Background: an optimization exercise with open tools, aiming at small area. Do not read the settings as production practice.
Only simulation tests tie the RTL to the original design; equivalence was not proved.
Power is estimated from default activity; no workload was simulated.

===== flow/run.sh =====
#!/bin/bash
# synth_recipe.tcl (not shown) runs the flow's synth.tcl, then flattens the netlist and writes it again
# the make line also repeats each setting of config.mk as NAME=value (left out here)
make -C /OpenROAD-flow-scripts/flow DESIGN_CONFIG=/design/flow/config.mk WORK_HOME=/design/flow/orfs CLKGATE_MAP_FILE= SYNTH_SCRIPT=/design/flow/synth_recipe.tcl finish

===== flow/config.mk =====
export PLATFORM = sky130hd
export DESIGN_NAME = daisy_core
export DESIGN_NICKNAME = daisy_core
export VERILOG_FILES = /design/flow/design.v
export SDC_FILE = /design/flow/constraint.sdc
export NUM_CORES = 4
export LEC_CHECK = 0
export CAP_MARGIN = 20
export CORE_MARGIN = 2
export CORE_UTILIZATION = 40
export SLEW_MARGIN = 20

===== flow/constraint.sdc =====
create_clock -name core_clock -period 5.0 [get_ports {clk}]
set_input_delay 1.0000 -clock core_clock [delete_from_list [all_inputs] [get_ports {clk}]]
set_output_delay 1.0000 -clock core_clock [all_outputs]
set_load 0.01 [all_outputs]

===== flow/design.v =====
module daisy_core (
    input  wire       clk,
    input  wire       rst,             
    input  wire       op_valid,
    input  wire [3:0] op,
    output wire       cmd_ready,       
    output wire       rx_active,       
    output wire       hop_request,     
    output reg        rdata_valid,
    output reg  [7:0] rdata,
    output reg        radio_req,
    output reg        radio_channel,
    output reg        sink_byte_valid,
    output reg  [7:0] sink_byte,
    output reg        sink_commit,
    output reg        sink_begin,
    output reg        sink_begin_chan
);
    localparam [2:0] PH_OFF     = 3'd0;
    localparam [2:0] PH_RESET   = 3'd1;
    localparam [2:0] PH_WAITPRE = 3'd2;
    localparam [2:0] PH_WAITSTA = 3'd3;
    localparam [2:0] PH_PREFETCH= 3'd4;
    localparam [2:0] PH_PAYLOAD = 3'd5;
    localparam [2:0] PH_HOP     = 3'd6;
    localparam [2:0] ERR_NONE    = 3'd0;
    localparam [2:0] ERR_NOSTART = 3'd1;
    localparam [2:0] ERR_STUFF   = 3'd2;
    localparam [2:0] ERR_NOEND   = 3'd3;
    localparam [2:0] ERR_CRC     = 3'd4;
    localparam [1:0] RW_IDLE  = 2'd0;
    localparam [1:0] RW_START = 2'd1;
    localparam [1:0] RW_HOP   = 2'd2;
    localparam [3:0] OP_START    = 4'h2;
    localparam [3:0] OP_STOP     = 4'h3;
    localparam [3:0] OP_SERVICE  = 4'h4;
    localparam [3:0] OP_RDONE    = 4'h5;
    localparam [3:0] OP_RD_PHASE = 4'h8;
    localparam [3:0] OP_RD_CHAN  = 4'h9;
    localparam [3:0] OP_RD_TAG   = 4'hA;
    localparam [3:0] OP_TAKE_ERR = 4'hB;
    localparam [15:0] PAT_PREAMBLE = 16'h5555;
    localparam [7:0]  PAT_FLAG     = 8'h7E;
    localparam [15:0] CRC_POLY     = 16'h8408;
    localparam [15:0] CRC_INIT     = 16'hFFFF;
    localparam [15:0] CRC_RESIDUAL = 16'hF0B8;
    reg [2:0]  phase;
    reg [15:0] shift_register;
    reg [15:0] bit_counter;
    reg [2:0]  ones_run;
    reg [7:0]  byte_accumulator;
    reg [15:0] crc;
    reg        prev_encoded_bit;
    reg        prev_decoded_bit;
    reg        channel;
    reg [2:0]  last_error;
    reg [5:0]  message_type_tag;
    reg [1:0]  radio_wait;
    reg [2:0]  phase_n;
    reg [15:0] shift_register_n;
    reg [15:0] bit_counter_n;
    reg [2:0]  ones_run_n;
    reg [7:0]  byte_accumulator_n;
    reg [15:0] crc_n;
    reg        prev_encoded_bit_n;
    reg        prev_decoded_bit_n;
    reg        channel_n;
    reg [2:0]  last_error_n;
    reg [5:0]  message_type_tag_n;
    reg [1:0]  radio_wait_n;
    reg        rdata_valid_n;
    reg [7:0]  rdata_n;
    reg        radio_req_n;
    reg        radio_channel_n;
    reg        sink_byte_valid_n;
    reg [7:0]  sink_byte_n;
    reg        sink_commit_n;
    reg        sink_begin_n;
    reg        sink_begin_chan_n;
    reg        d;
    reg        b;
    reg        do_reset;
    assign cmd_ready   = (radio_wait == RW_IDLE);
    assign rx_active   = (phase != PH_OFF);
    assign hop_request = (phase == PH_HOP) && (radio_wait == RW_IDLE);
    always @* begin
        phase_n            = phase;
        shift_register_n   = shift_register;
        bit_counter_n      = bit_counter;
        ones_run_n         = ones_run;
        byte_accumulator_n = byte_accumulator;
        crc_n              = crc;
        prev_encoded_bit_n = prev_encoded_bit;
        prev_decoded_bit_n = prev_decoded_bit;
        channel_n          = channel;
        last_error_n       = last_error;
        message_type_tag_n = message_type_tag;
        radio_wait_n       = radio_wait;
        rdata_valid_n      = 1'b0;
        rdata_n            = 8'h00;
        radio_req_n        = 1'b0;
        radio_channel_n    = 1'b0;
        sink_byte_valid_n  = 1'b0;
        sink_byte_n        = 8'h00;
        sink_commit_n      = 1'b0;
        sink_begin_n       = 1'b0;
        sink_begin_chan_n  = 1'b0;
        d        = 1'b0;
        b        = 1'b0;
        do_reset = 1'b0;
        if (op_valid) begin
            if (op[3:1] == 3'b000) begin
                d                  = ~(prev_encoded_bit ^ op[0]);
                prev_encoded_bit_n = op[0];
                shift_register_n   = {d, shift_register[15:1]};
                case (phase)
                    PH_RESET: begin
                        do_reset = 1'b1;
                    end
                    PH_WAITPRE: begin
                        bit_counter_n = bit_counter + 16'd1;
                        if (shift_register_n == PAT_PREAMBLE) begin
                            bit_counter_n = 16'd0;
                            phase_n       = PH_WAITSTA;
                        end else if (bit_counter_n >= 16'd6 && d == prev_decoded_bit) begin
                            phase_n = PH_HOP;
                        end
                    end
                    PH_WAITSTA: begin
                        bit_counter_n = bit_counter + 16'd1;
                        if (shift_register_n[15:8] == PAT_FLAG) begin
                            bit_counter_n = 16'd0;
                            phase_n       = PH_PREFETCH;
                        end else if (bit_counter_n >= 16'd16) begin
                            last_error_n = ERR_NOSTART;
                            do_reset     = 1'b1;
                        end
                    end
                    PH_PREFETCH: begin
                        bit_counter_n = bit_counter + 16'd1;
                        if (bit_counter_n == 16'd8) begin
                            message_type_tag_n = shift_register_n[15:10];
                            bit_counter_n      = 16'd0;
                            ones_run_n         = 3'd0;
                            byte_accumulator_n = 8'h00;
                            crc_n              = CRC_INIT;
                            phase_n            = PH_PAYLOAD;
                        end
                    end
                    PH_PAYLOAD: begin
                        b = shift_register_n[7];
                        if (ones_run == 3'd5 && b) begin
                            last_error_n = ERR_STUFF;
                            do_reset     = 1'b1;
                        end else begin
                            if (ones_run == 3'd5) begin
                                ones_run_n = 3'd0;
                            end else begin
                                byte_accumulator_n = {b, byte_accumulator[7:1]};
                                if (b ^ crc[0])
                                    crc_n = {1'b0, crc[15:1]} ^ CRC_POLY;
                                else
                                    crc_n = {1'b0, crc[15:1]};
                                ones_run_n    = b ? ones_run + 3'd1 : 3'd0;
                                bit_counter_n = bit_counter + 16'd1;
                                if (bit_counter_n[2:0] == 3'd0) begin
                                    sink_byte_valid_n  = 1'b1;
                                    sink_byte_n        = byte_accumulator_n;
                                    byte_accumulator_n = 8'h00;
                                end
                            end
                            if (shift_register_n[15:8] == PAT_FLAG) begin
                                if (crc_n != CRC_RESIDUAL)
                                    last_error_n = ERR_CRC;
                                else
                                    sink_commit_n = 1'b1;
                                do_reset = 1'b1;
                            end else if (bit_counter_n > 16'd1020) begin
                                last_error_n = ERR_NOEND;
                                do_reset     = 1'b1;
                            end
                        end
                    end
                    default: begin
                    end
                endcase
                prev_decoded_bit_n = d;
            end else if (op == OP_RDONE) begin
                if (radio_wait != RW_IDLE) begin
                    if (radio_wait == RW_START || phase == PH_HOP)
                        do_reset = 1'b1;
                    radio_wait_n = RW_IDLE;
                end
            end else if (radio_wait == RW_IDLE) begin
                case (op)
                    OP_START: begin
                        radio_req_n     = 1'b1;
                        radio_channel_n = channel;
                        radio_wait_n    = RW_START;
                    end
                    OP_STOP: begin
                        phase_n = PH_OFF;
                    end
                    OP_SERVICE: begin
                        if (phase == PH_HOP) begin
                            channel_n       = ~channel;
                            radio_req_n     = 1'b1;
                            radio_channel_n = ~channel;
                            radio_wait_n    = RW_HOP;
                        end
                    end
                    OP_RD_PHASE: begin
                        rdata_valid_n = 1'b1;
                        rdata_n       = {5'd0, phase};
                    end
                    OP_RD_CHAN: begin
                        rdata_valid_n = 1'b1;
                        rdata_n       = {7'd0, channel};
                    end
                    OP_RD_TAG: begin
                        rdata_valid_n = 1'b1;
                        rdata_n       = {2'd0, message_type_tag};
                    end
                    OP_TAKE_ERR: begin
                        rdata_valid_n = 1'b1;
                        rdata_n       = {5'd0, last_error};
                        last_error_n  = ERR_NONE;
                    end
                    default: begin
                    end
                endcase
            end
        end
        if (do_reset) begin
            shift_register_n  = 16'h0000;
            bit_counter_n     = 16'd0;
            phase_n           = PH_WAITPRE;
            sink_begin_n      = 1'b1;
            sink_begin_chan_n = channel;
        end
    end
    always @(posedge clk) begin
        if (rst) begin
            phase            <= PH_OFF;
            shift_register   <= 16'h0000;
            bit_counter      <= 16'd0;
            ones_run         <= 3'd0;
            byte_accumulator <= 8'h00;
            crc              <= 16'h0000;
            prev_encoded_bit <= 1'b0;
            prev_decoded_bit <= 1'b0;
            channel          <= 1'b0;
            last_error       <= ERR_NONE;
            message_type_tag <= 6'd0;
            radio_wait       <= RW_IDLE;
            rdata_valid      <= 1'b0;
            rdata            <= 8'h00;
            radio_req        <= 1'b0;
            radio_channel    <= 1'b0;
            sink_byte_valid  <= 1'b0;
            sink_byte        <= 8'h00;
            sink_commit      <= 1'b0;
            sink_begin       <= 1'b0;
            sink_begin_chan  <= 1'b0;
        end else begin
            phase            <= phase_n;
            shift_register   <= shift_register_n;
            bit_counter      <= bit_counter_n;
            ones_run         <= ones_run_n;
            byte_accumulator <= byte_accumulator_n;
            crc              <= crc_n;
            prev_encoded_bit <= prev_encoded_bit_n;
            prev_decoded_bit <= prev_decoded_bit_n;
            channel          <= channel_n;
            last_error       <= last_error_n;
            message_type_tag <= message_type_tag_n;
            radio_wait       <= radio_wait_n;
            rdata_valid      <= rdata_valid_n;
            rdata            <= rdata_n;
            radio_req        <= radio_req_n;
            radio_channel    <= radio_channel_n;
            sink_byte_valid  <= sink_byte_valid_n;
            sink_byte        <= sink_byte_n;
            sink_commit      <= sink_commit_n;
            sink_begin       <= sink_begin_n;
            sink_begin_chan  <= sink_begin_chan_n;
        end
    end
endmodule

==> results.txt <==
## report_power, final
| group | switching (mW) | internal, mW | leakage (nW) |
|---|---|---|---|
| registers | 0.000949 | 0.757 | 0.765 |
| clock network | 0.299 | 0.507 | 0.169 |
| logic | 0.0308 | 0.0144 | 1.09 |
## critical path: stages, from the launching register on
cell and delay (ns):
dfxtp_1 0.59, ha_1 0.44, nand3_1 0.33, nor4_2 0.55
nor3_1 0.09, o21ai_1 0.39, nor3_1 0.12, buf_4 0.18
o21ai_0 0.78, o21ai_0 0.20, a311oi_1 0.28
## final cells by class
type	instances	area, sq um
clock buffer	12	246
clock inverter	4	101
fill	1236	6740
inverter	15	56.3
multi-input combinational	468	2960
sequential	95	1900
tap	172	215
timing repair buffer	36	345
## state kept, by name, indices dropped and copies added, names as in the netlist, 2 cells and up
name / flops
crc: 16
shift_register: 15
sink_byte: 8
radio_wait: 2
message_type_tag: 6
ones_run: 3
bit_counter: 16
phase: 3
rdata: 6
last_error: 3
byte_accumulator: 7
## per-stage QoR
| stage | hold slack, ns | utilization | setup slack, ns |
|---|---|---|---|
| 6_report | 0.463 | 0.464 | 0.971 |
| 3_3_place_gp | 0.449 | 0.436 | 0.828 |
| 3_5_place_dp | 0.451 | 0.436 | 0.785 |
| 4_1_cts | 0.466 | 0.464 | 1.07 |
| 5_1_grt | 0.490 | 0.464 | 0.632 |
| 2_1_floorplan | 0.430 | - | 2.01 |
## layer usage
metal  wire length (um)  share of wire
met4                315          0.023
met3                712          0.053
met5                  0              0
met1               6320           0.47
met2               6170           0.46
## worst max path at each step
stage                      end  slack [ns]  depth (start not counted)
2_1_floorplan         phase[0]        2.01                          9
3_3_place_gp    bit_counter[5]        0.83                          8
3_5_place_dp    bit_counter[5]        0.79                          8
4_1_cts        bit_counter[11]        1.07                          9
5_1_grt         bit_counter[8]        0.63                         10
6_report        bit_counter[5]        0.97                         10
## synthesized netlist by cell type, types with 3 or more instances
cell	n
buf_1	3
o22ai_1	3
or3_1	9
nor4_1	8
buf_2	6
nor2b_1	3
ha_1	7
o2111ai_1	5
a22oi_1	8
o21ai_0	20
xor2_1	8
o211a_1	4
and3_1	12
a21oi_1	44
nor2_1	63
nor3_1	19
inv_1	14
a211oi_1	9
o31ai_1	3
o31a_1	3
o221a_2	14
clkbuf_1	33
nand3_1	20
nand3b_1	3
dfxtp_1	95
xnor2_1	7
and2_1	13
mux2i_1	15
a2bb2oi_1	4
a31oi_1	9
nand2_1	71
nor4bb_1	4
and4_1	6
buf_4	4
a32oi_1	3
nand2b_1	3
nand4_1	13
a311oi_1	6
or4_1	3
## cells in the final DEF, fill, tap and decap left out, types with 4 or more instances in the layout
master / netlist / final
a211oi_1: 9 / 9
a21oi_1: 44 / 44
a22oi_1: 8 / 8
a2bb2oi_1: 4 / 4
a311oi_1: 6 / 6
a31oi_1: 9 / 9
and2_1: 13 / 13
and3_1: 12 / 12
and4_1: 6 / 6
buf_4: 4 / 6
clkbuf_16: 0 / 9
clkdlybuf4s50_1: 0 / 30
dfxtp_1: 95 / 95
ha_1: 7 / 7
inv_1: 14 / 14
mux2i_1: 15 / 15
nand2_1: 71 / 71
nand3_1: 20 / 20
nand4_1: 13 / 13
nor2_1: 63 / 63
nor3_1: 19 / 19
nor4_1: 8 / 8
nor4bb_1: 4 / 4
o2111ai_1: 5 / 4
o211a_1: 4 / 4
o21ai_0: 20 / 20
o221a_2: 14 / 14
or3_1: 9 / 9
xnor2_1: 7 / 7
xor2_1: 8 / 8
## kinds of logic after synthesis
logic type,share of synthesized area
buffers and inverters,0.0532
DFF,0.371
adders and majority gates,0.0171
xor gates and xnor gates,0.0256
muxes,0.0293
AOI/OAI and AO/OA,0.223
and+or+nand+nor,0.280
other,0.000732
==> results.txt <==
- The run finished with no timing, DRC or antenna violations.
- The most utilized layer in the global route result is met2.
- The startpoint of the lowest-slack register-to-register path is bit_counter[0].
- The first-pass GRT wire length is between 20000 and 25000 um.
- The region available for standard cell placement spans between 10000 and 15000 sq um.
- The max-cap check violation count is 0.
- The number of clock sinks is 95.
- The most used flip-flop cell after synthesis is dfxtp_1.
- The horizontal extent of the die is 117 um.
- The number of diodes is 0.
- The transition time at the pin with the least slew margin is 0.981 ns.
- Once placement completed, the tool counted placed cells totaling 786.
- The cell at the root of the clock tree is clkbuf_16.
- Along the worst path, the maximum fanout reaches 13.
- For this run, the number of Yosys warnings is 1.
- The detailed-route wire length is 13500 um.
- Of the post-synthesis cell area, the dominant cell type holds 0.371.
- IR analysis of the VDD net gives a maximum drop of around 0.00012 V.
- The worst path needs 4.03 ns of the cycle, external delays included.
- Dividing total power by cell area gives a power density of 276 nW/um^2.
- The post-place instance area is 5480 sq um.
- For this configuration, the core starts out at a cell density of 0.408.
- The area enclosed by the die boundary is 13700 sq um.
- The cell area that synthesis handed to floorplanning was 5120 sq um.
- The total design power is 1.61 mW.
- For met3 alone, demand over resource in global routing was 0.0371.
- Yosys attributes the largest share of cell area to dfxtp_1 (37%), nand2_1 (5.2%), nor2_1 (4.6%), a21oi_1 (4.3%), o221a_2 (3.1%).
- STA classifies the critical path startpoint as a register.
- The cell leakage power is 2.02 nW.
- The number of buffers inserted by hold repair at cts is 0.
- The total grt overflow is 0.
- In the global route stage, met2 resource usage came out at 0.313.
- The clock passes through at most 2 buffers.
- The remaining max-slew budget at the tightest pin is 0.339.
- The post-route non-filler standard cell count is 802.
- The total count of max-transition violations in the final report is 0.
- After legalization and detailed placement, the total HPWL measured 9520 um.
- The count of vias placed by the detailed router is between 4000 and 5000.
- In this run, CTS created clock tree buffers numbering 9.
- The die is between 100 and 150 um tall.
- For met1 alone, demand over resource in global routing was 0.279.
- Setup repair after global routing left no endpoint under its margin.
- In this run, synthesis produced a sequential element count of 95.
- The path class of the tightest hold or removal check is register to register.
- The path with the worst hold slack has its endpoint at sink_byte[0].
- After synthesis, the share of flip-flops with an asynchronous set or reset is 0.
- Setup violations remaining at the end of the flow were counted as 0.
- Of the synthesized area, sequential elements account for 0.371.
- Between clock sinks in the finished design, the worst skew comes to 0.00816 ns.
- Relative to the synthesized area, the layout overhead comes to 13.7%.
- Using the TritonRoute via totals, the vias-per-cell ratio works out to 5.91.
- The largest net degree at the start of global routing is 31.
- The achievable clock frequency is 248 MHz.
- The global router's overall resource usage is 0.204.
- The H-tree was split into 3 levels.
- The post-route fraction of the period consumed by the critical path is 0.806.
- The violation count after the first detailed-route iteration is 377.
- The post-cts gate resize count is 0.
- The number of antenna violations at the first check in global routing came to 0.
- The wire length per cell is 16.9 um.
- STA classifies the critical path endpoint as a register.
- Summed over all failing endpoints, the final setup total negative slack is 0 ns.
- The floorplan has 41 rows.
- The proportion of layout cells with a drive suffix above 1 is 0.0778.
- The worst setup path is of the register to register kind.
- After routing the design area is a little under 6000 sq um.
- Once the clock tree was built, the setup fixing pass inserted 0 buffers.
- The hold violation count in the final report is 0.
- The CTS tree is done.
- The clock insertion delay at the later pin of the skew report is 0.35 ns.
- The number of design rule violations left after detail routing is 0.
- In this run the register-to-register setup slack is 0.97 ns.
- Data arrives at the worst endpoint at 4.29 ns.
- Data on the critical path is required at its endpoint by 5.26 ns.
- The number of nets with antenna violations after routing is 0.
- Along the worst hold path, the cell count comes to 1.
- The mean instance size in the synthesized netlist is 8.19 sq um.
- The number of nets in the layout is 639.
- The pre-antenna-repair detailed-routing pass consisted of 5 iterations.
- Synthesis handed over a netlist of 626 instances.
- At the end of routability-driven placement, the weighted congestion stood at 0.901.
- The startpoint of the most critical setup path is bit_counter[0].
- The CTS clock-pin slew for the worst setup and hold paths is 0.07 ns.
- The count of distinct cell types in the synthesized netlist is approximately 80.
- In this run the tool buffered the top-level ports with 30 buffer cells.
- For this design the top-level I/O count stands at 33.
- The launch point of the worst hold path is byte_accumulator[1].
- The library cell occupying the most area in the post-synthesis netlist is dfxtp_1.
- The synthesized design contains 0 enable-type register cells.
- The number of global-route vias before repair is roughly 4300.
- The cell depth of the worst flop-to-flop path is 10.
- The worst register-to-register path ends at bit_counter[5].

-- static timing again, ports no longer ideal --
How much do the figures lean on ideal ports? The routed layout below was timed once more, with nothing changed but the port constraints. Step 1 (the two cells are an assumption about what drives the block):
set clk [get_ports {clk}]
set_driving_cell -lib_cell sky130_fd_sc_hd__clkbuf_16 $clk
set_driving_cell -lib_cell sky130_fd_sc_hd__buf_2 [delete_from_list [all_inputs] $clk]
Step 2 also shifts input and output timing later by t, the mid clock arrival at the registers, as if the neighbouring blocks saw the same clock. a / b / c = ideal ports / drivers / drivers and shift; a / b = the first two.
t, ns: 0.387
setup WS [ns]: 0.971 / 0.971 / 0.774
hold slack, ns: 0.463 / 0.463 / 0.463
After both steps this run still meets setup and hold. The setup slack of this run moves by 0.000 ns with the drivers and by -0.197 ns with both steps.
